Source: an optimization exercise on an open RTL-to-GDS flow (aim: small area, a short achievable clock period and few clock cycles). Production flows keep margins and buffers that such runs may drop.
The RTL was checked by simulation tests, not by an equivalence proof against the original design.

==> run M: inputs <==
==> flow/design.v <==
module bqfp_frame_parser (
    input  wire       clk,
    input  wire       rst,         
    input  wire       in_valid,
    input  wire [7:0] in_data,
    output wire       in_ready,
    output wire       out_valid,
    output wire [7:0] out_data,
    output wire       out_last,
    input  wire       out_ready
);
    localparam integer N  = 253;           
    localparam integer VQ = 16;            
    localparam integer VW = 4;             
    localparam [2:0] ST_P1  = 3'd0,    
                     ST_P2  = 3'd1,    
                     ST_P3  = 3'd2,    
                     ST_CMD = 3'd3,    
                     ST_LEN = 3'd4,    
                     ST_CP  = 3'd5,    
                     ST_ER  = 3'd6;    
    localparam [7:0] PREAMBLE_1 = 8'h03;
    localparam [7:0] PREAMBLE_2 = 8'hAF;
    localparam [7:0] PREAMBLE_3 = 8'hEF;
    reg  [9*N-1:0] cv;
    wire [8:0]     s0   = cv[8:0];
    wire [8:0]     stap = cv[9*(N-1)-1 -: 9];    
    wire [8:0]     send = cv[9*N-1 -: 9];        
    reg        rdy_r;       
    reg        took_r;      
    reg        rc;          
    reg        rcx;         
    reg        hv;          
    reg  [7:0] hd;
    reg  [7:0] warm_cnt;    
    reg        warm;        
    wire take = in_valid && rdy_r;
    assign in_ready = rdy_r;
    reg  [8:0] s0_next;
    reg        hv_next;
    reg  [7:0] hd_next;
    always @(*) begin
        hv_next = hv;
        hd_next = hd;
        if (rc) begin
            if (hv) begin
                s0_next = {1'b1, hd};
                hd_next = send[7:0];
            end else if (rcx) begin
                s0_next = 9'd0;
                hv_next = 1'b1;
                hd_next = send[7:0];
            end else begin
                s0_next = {1'b1, send[7:0]};
            end
        end else if (hv) begin
            s0_next = {1'b1, hd};
            hv_next = 1'b0;
        end else begin
            s0_next = {take, in_data};
        end
        if (rst) begin
            s0_next[8] = 1'b0;
            hv_next    = 1'b0;
        end
    end
    always @(posedge clk) begin
        cv <= {cv[9*(N-1)-1:0], s0_next};
        hd <= hd_next;
    end
    reg [2:0] ws;
    reg [7:0] wcs;
    reg [7:0] wrem;
    reg       vpush;
    reg       vbit;
    wire [7:0] wd = in_data;           
    wire [7:0] wcs_next = wcs ^ wd;
    always @(*) begin
        vpush = 1'b0;
        vbit  = 1'b0;
        if (take) begin
            if (ws == ST_LEN && wd < 8'd6) begin
                vpush = 1'b1;
            end
            if (ws == ST_CP && wrem == 8'd6) begin
                vpush = 1'b1;
                vbit  = (wcs_next == 8'h00);
            end
        end
    end
    always @(posedge clk) begin
        if (rst) begin
            ws <= ST_P1;
        end else if (take) begin
            case (ws)
                ST_P1, ST_ER: if (wd == PREAMBLE_1) ws <= ST_P2;
                              else ws <= ST_ER;
                ST_P2:  ws <= (wd == PREAMBLE_2) ? ST_P3 : ST_ER;
                ST_P3:  ws <= (wd == PREAMBLE_3) ? ST_CMD : ST_ER;
                ST_CMD: ws <= ST_LEN;
                ST_LEN: ws <= (wd >= 8'd6) ? ST_CP : ST_ER;
                ST_CP:  if (wrem == 8'd6) ws <= ST_P1;
                default: ws <= ST_P1;
            endcase
        end
    end
    always @(posedge clk) begin
        if (take) begin
            case (ws)
                ST_P3:  wcs <= PREAMBLE_1 ^ PREAMBLE_2 ^ PREAMBLE_3;
                ST_CMD: wcs <= wcs_next;
                ST_LEN: begin wcs <= wcs_next; wrem <= wd; end
                ST_CP:  begin wcs <= wcs_next; wrem <= wrem - 8'd1; end
                default: ;
            endcase
        end
    end
    reg  [VQ-1:0] vq;
    reg  [VW-1:0] vq_wp, vq_rp;
    reg  [VW:0]   vq_n;
    wire          vq_head = vq[vq_rp];
    wire          vq_any;
    wire          vpop;
    reg           vq_ne;         
    assign vq_any = vq_ne;
    reg           vpush_r;
    always @(posedge clk) begin
        if (vpush) vq[vq_wp] <= vbit;
        if (rst) begin
            vpush_r <= 1'b0;
            vq_wp <= 0;
            vq_rp <= 0;
            vq_n  <= 0;
            vq_ne <= 1'b0;
        end else begin
            vpush_r <= vpush;
            if (vpush_r) vq_wp <= vq_wp + 1'b1;
            if (vpop)  vq_rp <= vq_rp + 1'b1;
            if (vpush_r && !vpop)      vq_n <= vq_n + 1'b1;
            else if (vpop && !vpush_r) vq_n <= vq_n - 1'b1;
            vq_ne <= vpop ? (vq_n > 1 || (vq_n == 1 && vpush_r) || vpush)
                          : (vq_ne || vpush);
        end
    end
    reg r_p1, r_p2, r_p3, r_cmd, r_len, r_cp, r_er;
    reg [7:0] rrem;
    reg       rok;
    reg       ov;  reg [7:0] od;  reg ol;
    reg       q1v; reg [7:0] q1d; reg q1l;
    reg       q2v; reg [1:0] q2e;      
    wire       tv = stap[8] && warm;
    wire [7:0] td = stap[7:0];
    wire [7:0] tpre = cv[9*(N-2)-2 -: 8];       
    reg        t03, tAF, tEF, tlt6;
    always @(posedge clk) begin
        t03  <= (tpre == PREAMBLE_1);
        tAF  <= (tpre == PREAMBLE_2);
        tEF  <= (tpre == PREAMBLE_3);
        tlt6 <= (tpre < 8'd6);
    end
    wire silent = (r_p1 && t03) || r_er || (r_p2 && tAF) || (r_p3 && tEF) ||
                  (r_cp && !rok);
    wire can  = (silent || !q1v) && (!r_cmd || vq_any);
    reg  fm;                                
    reg  [8:0] nu;                          
    reg  [8:0] nd;                          
    wire cons = tv && !fm && can;           
    wire fail = tv && !fm && !can;
    wire pass = tv && fm;
    wire rc_next = tv && (fm || !can);
    assign vpop = cons && r_cmd;
    wire       err2 = (r_p1 && !t03) || (r_p2 && !tAF) || (r_p3 && !tEF);
    wire [1:0] ne   = r_p1 ? 2'd0 : r_p2 ? 2'd1 : 2'd2;
    wire       rlast = (rrem == 8'd6);
    reg  [7:0] nb0;
    reg        nl0;
    always @(*) begin
        nb0 = 8'hFF; nl0 = 1'b0;
        if (r_cmd) begin
            nb0 = vq_head ? 8'h00 : 8'hFF;
        end else if (r_len) begin
            if (tlt6)     begin nb0 = 8'hFC; nl0 = 1'b1; end
            else if (rok) begin nb0 = td; end
            else          begin nb0 = 8'hFB; nl0 = 1'b1; end
        end else if (r_cp) begin
            nb0 = td; nl0 = rlast;
        end
    end
    wire       ndz_fm  = (took_r == pass) ? (nd == 9'd0) : (pass && nd == 9'd1);
    wire       fm_next = fm ? !ndz_fm : fail;
    wire pop  = ov && out_ready;
    wire push = cons && !silent;
    reg        p0v, p1v, p2v;
    reg  [7:0] p0d, p1d;
    reg        p0l, p1l;
    reg  [1:0] p2e;
    always @(*) begin
        p0v = ov;  p0d = od;  p0l = ol;
        p1v = q1v; p1d = q1d; p1l = q1l;
        p2v = q2v; p2e = q2e;
        if (push) begin
            if (!ov) begin
                p0v = 1'b1; p0d = nb0; p0l = nl0;
                if (err2) begin p1v = 1'b1; p1d = ~{6'd0, ne}; p1l = 1'b1; end
            end else begin
                p1v = 1'b1; p1d = nb0; p1l = nl0;
                if (err2) begin p2v = 1'b1; p2e = ne; end
            end
        end
    end
    always @(posedge clk) begin
        if (rst) begin
            ov <= 1'b0; q1v <= 1'b0; q2v <= 1'b0;
        end else if (pop) begin
            ov <= p1v; od <= p1d; ol <= p1l;
            q1v <= p2v; q1d <= ~{6'd0, p2e}; q1l <= 1'b1;
            q2v <= 1'b0;
        end else begin
            ov <= p0v; od <= p0d; ol <= p0l;
            q1v <= p1v; q1d <= p1d; q1l <= p1l;
            q2v <= p2v; q2e <= p2e;
        end
    end
    always @(posedge clk) begin
        if (rst) begin
            r_p1 <= 1'b1; r_p2 <= 1'b0; r_p3 <= 1'b0; r_cmd <= 1'b0;
            r_len <= 1'b0; r_cp <= 1'b0; r_er <= 1'b0;
        end else if (cons) begin
            r_p2  <= (r_p1 || r_er) && t03;
            r_p3  <= r_p2 && tAF;
            r_cmd <= r_p3 && tEF;
            r_len <= r_cmd;
            r_cp  <= (r_len && !tlt6) || (r_cp && !rlast);
            r_p1  <= r_cp && rlast;
            r_er  <= err2 || (r_len && tlt6) || (r_er && !t03);
        end
    end
    always @(posedge clk) begin
        if (cons) begin
            if (r_cmd) rok <= vq_head;
            if (r_len) rrem <= td;
            if (r_cp)  rrem <= rrem - 8'd1;
        end
    end
    always @(posedge clk) begin
        if (rst) begin
            warm_cnt <= 8'd0;
            warm     <= 1'b0;
            took_r   <= 1'b0;
            rc       <= 1'b0;
            rcx      <= 1'b0;
            hv       <= 1'b0;
            fm       <= 1'b0;
            nu       <= 9'd0;
            nd       <= 9'd0;
            rdy_r    <= 1'b1;
        end else begin
            if (!warm) warm_cnt <= warm_cnt + 8'd1;
            if (warm_cnt == N - 3) warm <= 1'b1;
            took_r <= take;
            rc     <= rc_next;
            rcx    <= fail;
            hv     <= hv_next;
            fm     <= fm_next;
            nd     <= fm ? (nd + took_r - pass) : (nu + took_r - 1'b1);
            nu     <= cons ? nu + took_r - 1'b1 : nu + took_r;
            rdy_r  <= !rc_next && !(fm && !ndz_fm) && !hv_next &&
                      (vq_n <= VQ - 1);
        end
    end
    assign out_valid = ov;
    assign out_data  = od;
    assign out_last  = ol;
endmodule
==> flow/run.sh <==
#!/bin/bash
# synth_recipe.tcl (not shown) runs the flow's synth.tcl, then flattens the netlist and writes it again
# the make line also repeats each setting of config.mk as NAME=value (left out here)
make -C /OpenROAD-flow-scripts/flow DESIGN_CONFIG=/design/flow/config.mk WORK_HOME=/design/flow/orfs CLKGATE_MAP_FILE= SYNTH_SCRIPT=/design/flow/synth_recipe.tcl finish
==> flow/config.mk <==
export PLATFORM = sky130hd
export DESIGN_NAME = bqfp_frame_parser
export DESIGN_NICKNAME = bqfp_frame_parser
export VERILOG_FILES = /design/flow/design.v
export SDC_FILE = /design/flow/constraint.sdc
export NUM_CORES = 4
export LEC_CHECK = 0
export ABC_CLOCK_PERIOD_IN_PS = 2500
export CAP_MARGIN = 20
export CORE_MARGIN = 2
export CORE_UTILIZATION = 70
export CTS_CLUSTER_DIAMETER = 60
export CTS_CLUSTER_SIZE = 20
export SETUP_SLACK_MARGIN = 4.5
export SLEW_MARGIN = 20
==> flow/constraint.sdc <==
create_clock -name core_clock -period 7.0 [get_ports {clk}]
set_input_delay 1.4000 -clock core_clock [delete_from_list [all_inputs] [get_ports {clk}]]
set_output_delay 1.4000 -clock core_clock [all_outputs]
set_load 0.01 [all_outputs]
==> run D (differences from run M) <==
--- a/flow/design.v
+++ b/flow/design.v
@@ -34,3 +34,2 @@
     reg  [7:0] hd;
-    reg  [7:0] warm_cnt;    
     reg        warm;        
@@ -164,4 +163,4 @@
     reg  fm;                                
-    reg  [8:0] nu;                          
-    reg  [8:0] nd;                          
+    reg  [7:0] nu;                          
+    reg  [7:0] nd;                          
     wire cons = tv && !fm && can;           
@@ -188,3 +187,3 @@
     end
-    wire       ndz_fm  = (took_r == pass) ? (nd == 9'd0) : (pass && nd == 9'd1);
+    wire       ndz_fm  = (took_r == pass) ? (nd == 8'd0) : (pass && nd == 8'd1);
     wire       fm_next = fm ? !ndz_fm : fail;
@@ -246,3 +245,2 @@
         if (rst) begin
-            warm_cnt <= 8'd0;
             warm     <= 1'b0;
@@ -253,8 +251,7 @@
             fm       <= 1'b0;
-            nu       <= 9'd0;
-            nd       <= 9'd0;
+            nu       <= 8'd0;
+            nd       <= 8'd0;
             rdy_r    <= 1'b1;
         end else begin
-            if (!warm) warm_cnt <= warm_cnt + 8'd1;
-            if (warm_cnt == N - 3) warm <= 1'b1;
+            if (!warm && nd == N - 3) warm <= 1'b1;
             took_r <= take;
@@ -264,3 +261,4 @@
             fm     <= fm_next;
-            nd     <= fm ? (nd + took_r - pass) : (nu + took_r - 1'b1);
+            nd     <= !warm ? nd + 1'b1 :
+                      fm ? (nd + took_r - pass) : (nu + took_r - 1'b1);
             nu     <= cons ? nu + took_r - 1'b1 : nu + took_r;
==> run R (differences from run M) <==
==> flow/design.v, changed modules only <==
module bqfp_frame_parser (
    input  wire       clk,
    input  wire       rst,         
    input  wire       in_valid,
    input  wire [7:0] in_data,
    output wire       in_ready,
    output wire       out_valid,
    output wire [7:0] out_data,
    output wire       out_last,
    input  wire       out_ready
);
    localparam integer N  = 253;           
    localparam integer VQ = 16;            
    localparam integer VW = 4;             
    localparam [2:0] ST_P1  = 3'd0,    
                     ST_P2  = 3'd1,    
                     ST_P3  = 3'd2,    
                     ST_CMD = 3'd3,    
                     ST_LEN = 3'd4,    
                     ST_CP  = 3'd5,    
                     ST_ER  = 3'd6;    
    localparam [7:0] PREAMBLE_1 = 8'h03;
    localparam [7:0] PREAMBLE_2 = 8'hAF;
    localparam [7:0] PREAMBLE_3 = 8'hEF;
    reg  [9*N-1:0] cv;
    wire [8:0]     s0   = cv[8:0];
    wire [8:0]     stap = cv[9*(N-1)-1 -: 9];    
    wire [8:0]     send = cv[9*N-1 -: 9];        
    reg        rdy_r;       
    reg        took_r;      
    reg        rc;          
    reg        rcx;         
    reg        hv;          
    reg  [7:0] hd;
    reg        warm;        
    wire take = in_valid && rdy_r;
    assign in_ready = rdy_r;
    reg  [8:0] s0_next;
    reg        hv_next;
    reg  [7:0] hd_next;
    always @(*) begin
        hv_next = hv;
        hd_next = hd;
        if (rc) begin
            if (hv) begin
                s0_next = {1'b1, hd};
                hd_next = send[7:0];
            end else if (rcx) begin
                s0_next = 9'd0;
                hv_next = 1'b1;
                hd_next = send[7:0];
            end else begin
                s0_next = {1'b1, send[7:0]};
            end
        end else if (hv) begin
            s0_next = {1'b1, hd};
            hv_next = 1'b0;
        end else begin
            s0_next = {take, in_data};
        end
        if (rst) begin
            s0_next[8] = 1'b0;
            hv_next    = 1'b0;
        end
    end
    always @(posedge clk) begin
        cv <= {cv[9*(N-1)-1:0], s0_next};
        hd <= hd_next;
    end
    reg [2:0] ws;
    reg [7:0] wcs;
    reg [7:0] wrem;
    reg       vpush;
    reg       vbit;
    wire [7:0] wd = in_data;           
    wire [7:0] wcs_next = wcs ^ wd;
    always @(*) begin
        vpush = 1'b0;
        vbit  = 1'b0;
        if (take) begin
            if (ws == ST_LEN && wd < 8'd6) begin
                vpush = 1'b1;
            end
            if (ws == ST_CP && wrem == 8'd6) begin
                vpush = 1'b1;
                vbit  = (wcs_next == 8'h00);
            end
        end
    end
    always @(posedge clk) begin
        if (rst) begin
            ws <= ST_P1;
        end else if (take) begin
            case (ws)
                ST_P1, ST_ER: if (wd == PREAMBLE_1) ws <= ST_P2;
                              else ws <= ST_ER;
                ST_P2:  ws <= (wd == PREAMBLE_2) ? ST_P3 : ST_ER;
                ST_P3:  ws <= (wd == PREAMBLE_3) ? ST_CMD : ST_ER;
                ST_CMD: ws <= ST_LEN;
                ST_LEN: ws <= (wd >= 8'd6) ? ST_CP : ST_ER;
                ST_CP:  if (wrem == 8'd6) ws <= ST_P1;
                default: ws <= ST_P1;
            endcase
        end
    end
    always @(posedge clk) begin
        if (take) begin
            case (ws)
                ST_P3:  wcs <= PREAMBLE_1 ^ PREAMBLE_2 ^ PREAMBLE_3;
                ST_CMD: wcs <= wcs_next;
                ST_LEN: begin wcs <= wcs_next; wrem <= wd; end
                ST_CP:  begin wcs <= wcs_next; wrem <= wrem - 8'd1; end
                default: ;
            endcase
        end
    end
    reg  [VQ-1:0] vq;
    reg  [VW-1:0] vq_wp, vq_rp;
    reg  [VW:0]   vq_n;
    wire          vq_head = vq[vq_rp];
    wire          vq_any;
    wire          vpop;
    reg           vq_ne;         
    assign vq_any = vq_ne;
    reg           vpush_r;
    always @(posedge clk) begin
        if (vpush) vq[vq_wp] <= vbit;
        if (rst) begin
            vpush_r <= 1'b0;
            vq_wp <= 0;
            vq_rp <= 0;
            vq_n  <= 0;
            vq_ne <= 1'b0;
        end else begin
            vpush_r <= vpush;
            if (vpush_r) vq_wp <= vq_wp + 1'b1;
            if (vpop)  vq_rp <= vq_rp + 1'b1;
            if (vpush_r && !vpop)      vq_n <= vq_n + 1'b1;
            else if (vpop && !vpush_r) vq_n <= vq_n - 1'b1;
            vq_ne <= vpop ? (vq_n > 1 || (vq_n == 1 && vpush_r) || vpush)
                          : (vq_ne || vpush);
        end
    end
    reg r_p1, r_p2, r_p3, r_cmd, r_len, r_cp, r_er;
    reg [7:0] rrem;
    reg       rok;
    reg       ov;  reg [7:0] od;  reg ol;
    reg [7:0] odp; reg olp;
    reg       q1v; reg [7:0] q1d; reg q1l;
    wire       tv = stap[8] && warm;
    wire [7:0] td = stap[7:0];
    wire [7:0] tpre = cv[9*(N-2)-2 -: 8];       
    reg        t03, tAF, tEF, tlt6;
    always @(posedge clk) begin
        t03  <= (tpre == PREAMBLE_1);
        tAF  <= (tpre == PREAMBLE_2);
        tEF  <= (tpre == PREAMBLE_3);
        tlt6 <= (tpre < 8'd6);
    end
    wire silent = (r_p1 && t03) || r_er || (r_p2 && tAF) || (r_p3 && tEF) ||
                  (r_cp && !rok);
    wire       err2 = (r_p1 && !t03) || (r_p2 && !tAF) || (r_p3 && !tEF);
    wire can  = (silent || (err2 ? (!ov || (!q1v && out_ready))
                                 : (!q1v || out_ready))) &&
                (!r_cmd || vq_any);
    reg  fm;                                
    reg  [7:0] nu;                          
    reg  [7:0] nd;                          
    wire cons = tv && !fm && can;           
    wire fail = tv && !fm && !can;
    wire pass = tv && fm;
    wire rc_next = tv && (fm || !can);
    assign vpop = cons && r_cmd;
    wire [1:0] ne   = r_p1 ? 2'd0 : r_p2 ? 2'd1 : 2'd2;
    wire       rlast = (rrem == 8'd6);
    reg  [7:0] nb0;
    reg        nl0;
    always @(*) begin
        nb0 = 8'hFF; nl0 = 1'b0;
        if (r_cmd) begin
            nb0 = vq_head ? 8'h00 : 8'hFF;
        end else if (r_len) begin
            if (tlt6)     begin nb0 = 8'hFC; nl0 = 1'b1; end
            else if (rok) begin nb0 = td; end
            else          begin nb0 = 8'hFB; nl0 = 1'b1; end
        end else if (r_cp) begin
            nb0 = td; nl0 = rlast;
        end
    end
    wire       ndz_fm  = (took_r == pass) ? (nd == 8'd0) : (pass && nd == 8'd1);
    wire       fm_next = fm ? !ndz_fm : fail;
    wire pop  = ov && out_ready;
    wire push = cons && !silent;
    wire       a0v = pop ? q1v : ov;
    wire [7:0] a0d = pop ? q1d : od;
    wire       a0l = pop ? q1l : ol;
    wire       a1v = pop ? 1'b0 : q1v;
    always @(posedge clk) begin
        if (push && !a0v) begin
            odp <= nb0; olp <= nl0;
        end else begin
            odp <= a0d; olp <= a0l;
        end
    end
    always @(posedge clk) begin
        if (rst) begin
            ov <= 1'b0; q1v <= 1'b0;
        end else begin
            if (push && !a0v) begin
                ov <= 1'b1; od <= nb0; ol <= nl0;
            end else begin
                ov <= a0v; od <= a0d; ol <= a0l;
            end
            if (push && a0v) begin
                q1v <= 1'b1; q1d <= nb0; q1l <= nl0;
            end else if (push && err2) begin
                q1v <= 1'b1; q1d <= ~{6'd0, ne}; q1l <= 1'b1;
            end else begin
                q1v <= a1v;
            end
        end
    end
    always @(posedge clk) begin
        if (rst) begin
            r_p1 <= 1'b1; r_p2 <= 1'b0; r_p3 <= 1'b0; r_cmd <= 1'b0;
            r_len <= 1'b0; r_cp <= 1'b0; r_er <= 1'b0;
        end else if (cons) begin
            r_p2  <= (r_p1 || r_er) && t03;
            r_p3  <= r_p2 && tAF;
            r_cmd <= r_p3 && tEF;
            r_len <= r_cmd;
            r_cp  <= (r_len && !tlt6) || (r_cp && !rlast);
            r_p1  <= r_cp && rlast;
            r_er  <= err2 || (r_len && tlt6) || (r_er && !t03);
        end
    end
    always @(posedge clk) begin
        if (cons) begin
            if (r_cmd) rok <= vq_head;
            if (r_len) rrem <= td;
            if (r_cp)  rrem <= rrem - 8'd1;
        end
    end
    always @(posedge clk) begin
        if (rst) begin
            warm     <= 1'b0;
            took_r   <= 1'b0;
            rc       <= 1'b0;
            rcx      <= 1'b0;
            hv       <= 1'b0;
            fm       <= 1'b0;
            nu       <= 8'd0;
            nd       <= 8'd0;
            rdy_r    <= 1'b1;
        end else begin
            if (!warm && nd == N - 3) warm <= 1'b1;
            took_r <= take;
            rc     <= rc_next;
            rcx    <= fail;
            hv     <= hv_next;
            fm     <= fm_next;
            nd     <= !warm ? nd + 1'b1 :
                      fm ? (nd + took_r - pass) : (nu + took_r - 1'b1);
            nu     <= cons ? nu + took_r - 1'b1 : nu + took_r;
            rdy_r  <= !rc_next && !(fm && !ndz_fm) && !hv_next &&
                      (vq_n <= VQ - 1);
        end
    end
    assign out_valid = ov;
    assign out_data  = odp;
    assign out_last  = olp;
endmodule
--- a/flow/config.mk
+++ b/flow/config.mk
@@ -7,3 +7,3 @@
 export LEC_CHECK = 0
-export ABC_CLOCK_PERIOD_IN_PS = 2500
+export ABC_AREA = 1
 export CAP_MARGIN = 20
==> run K (differences from run M) <==
--- a/flow/design.v
+++ b/flow/design.v
@@ -125,3 +125,2 @@
     assign vq_any = vq_ne;
-    reg           vpush_r;
     always @(posedge clk) begin
@@ -129,3 +128,2 @@
         if (rst) begin
-            vpush_r <= 1'b0;
             vq_wp <= 0;
@@ -135,9 +133,7 @@
         end else begin
-            vpush_r <= vpush;
-            if (vpush_r) vq_wp <= vq_wp + 1'b1;
+            if (vpush) vq_wp <= vq_wp + 1'b1;
             if (vpop)  vq_rp <= vq_rp + 1'b1;
-            if (vpush_r && !vpop)      vq_n <= vq_n + 1'b1;
-            else if (vpop && !vpush_r) vq_n <= vq_n - 1'b1;
-            vq_ne <= vpop ? (vq_n > 1 || (vq_n == 1 && vpush_r) || vpush)
-                          : (vq_ne || vpush);
+            if (vpush && !vpop)      vq_n <= vq_n + 1'b1;
+            else if (vpop && !vpush) vq_n <= vq_n - 1'b1;
+            vq_ne <= vpop ? (vq_n > 1 || vpush) : (vq_ne || vpush);
         end
@@ -267,3 +263,3 @@
             rdy_r  <= !rc_next && !(fm && !ndz_fm) && !hv_next &&
-                      (vq_n <= VQ - 1);
+                      (vq_n <= VQ - 2);
         end
==> run summary <==
In non-clock buffer count, run R and run K do not differ.
The highest global-route usage belongs to run R, the lowest to run D.
Run D produced a clean layout. Run K completed with no timing, DRC or antenna violations. Run R completed without violations. Run M finished with timing, DRC and antenna clean.
Sequential share of layout area: run K > run R > run M > run D.
Count of clock-buffer cells in the layout, highest first: run K, run R, run D, run M.
Between run M and run R, the lower clock skew is in run M (gap 0.0017 ns).
Testbench counts of run M, summed over its fixed seeds: cycles 82,043.
Testbench counts of run D, summed over its fixed seeds: cycles 82,043.
Testbench counts of run R, summed over its fixed seeds: cycles 82,043.
Testbench counts of run K, summed over its fixed seeds: cycles 82,063.

port drivers added, routing unchanged:
How much do the figures lean on ideal ports? The routed layouts below were timed once more, with nothing changed but the port constraints.
Step 1 sets driving cells, clkbuf_16 on the clock port and buf_2 on the other inputs (assumed; they add their load-dependent delay and slew).
Step 2 times the ports against the registers' clock, not the clock port: input delays grow and output delays shrink by t, the midpoint of the rising clock arrivals with the driver on.
a / b / c = ideal ports / drivers / drivers and shift; a / b = the first two.
run	t, ns	slack for setup (ns)	hold WS [ns]	worst slew at a driven data input, ns
run M	0.801	4.376 / 4.328 / 3.588	0.300 / 0.300 / 0.300	0.14
run D	0.792	4.239 / 4.172 / 3.600	0.310 / 0.310 / 0.310	0.11
run R	0.820	3.912 / 3.954 / 3.136	0.298 / 0.298 / 0.298	0.07
run K	0.801	4.092 / 4.123 / 3.321	0.306 / 0.306 / 0.306	0.13
After both steps setup and hold are still met in every run listed. The setup slack of run M, which loses most, moves by -0.048 ns with the drivers and by -0.788 ns with both steps.
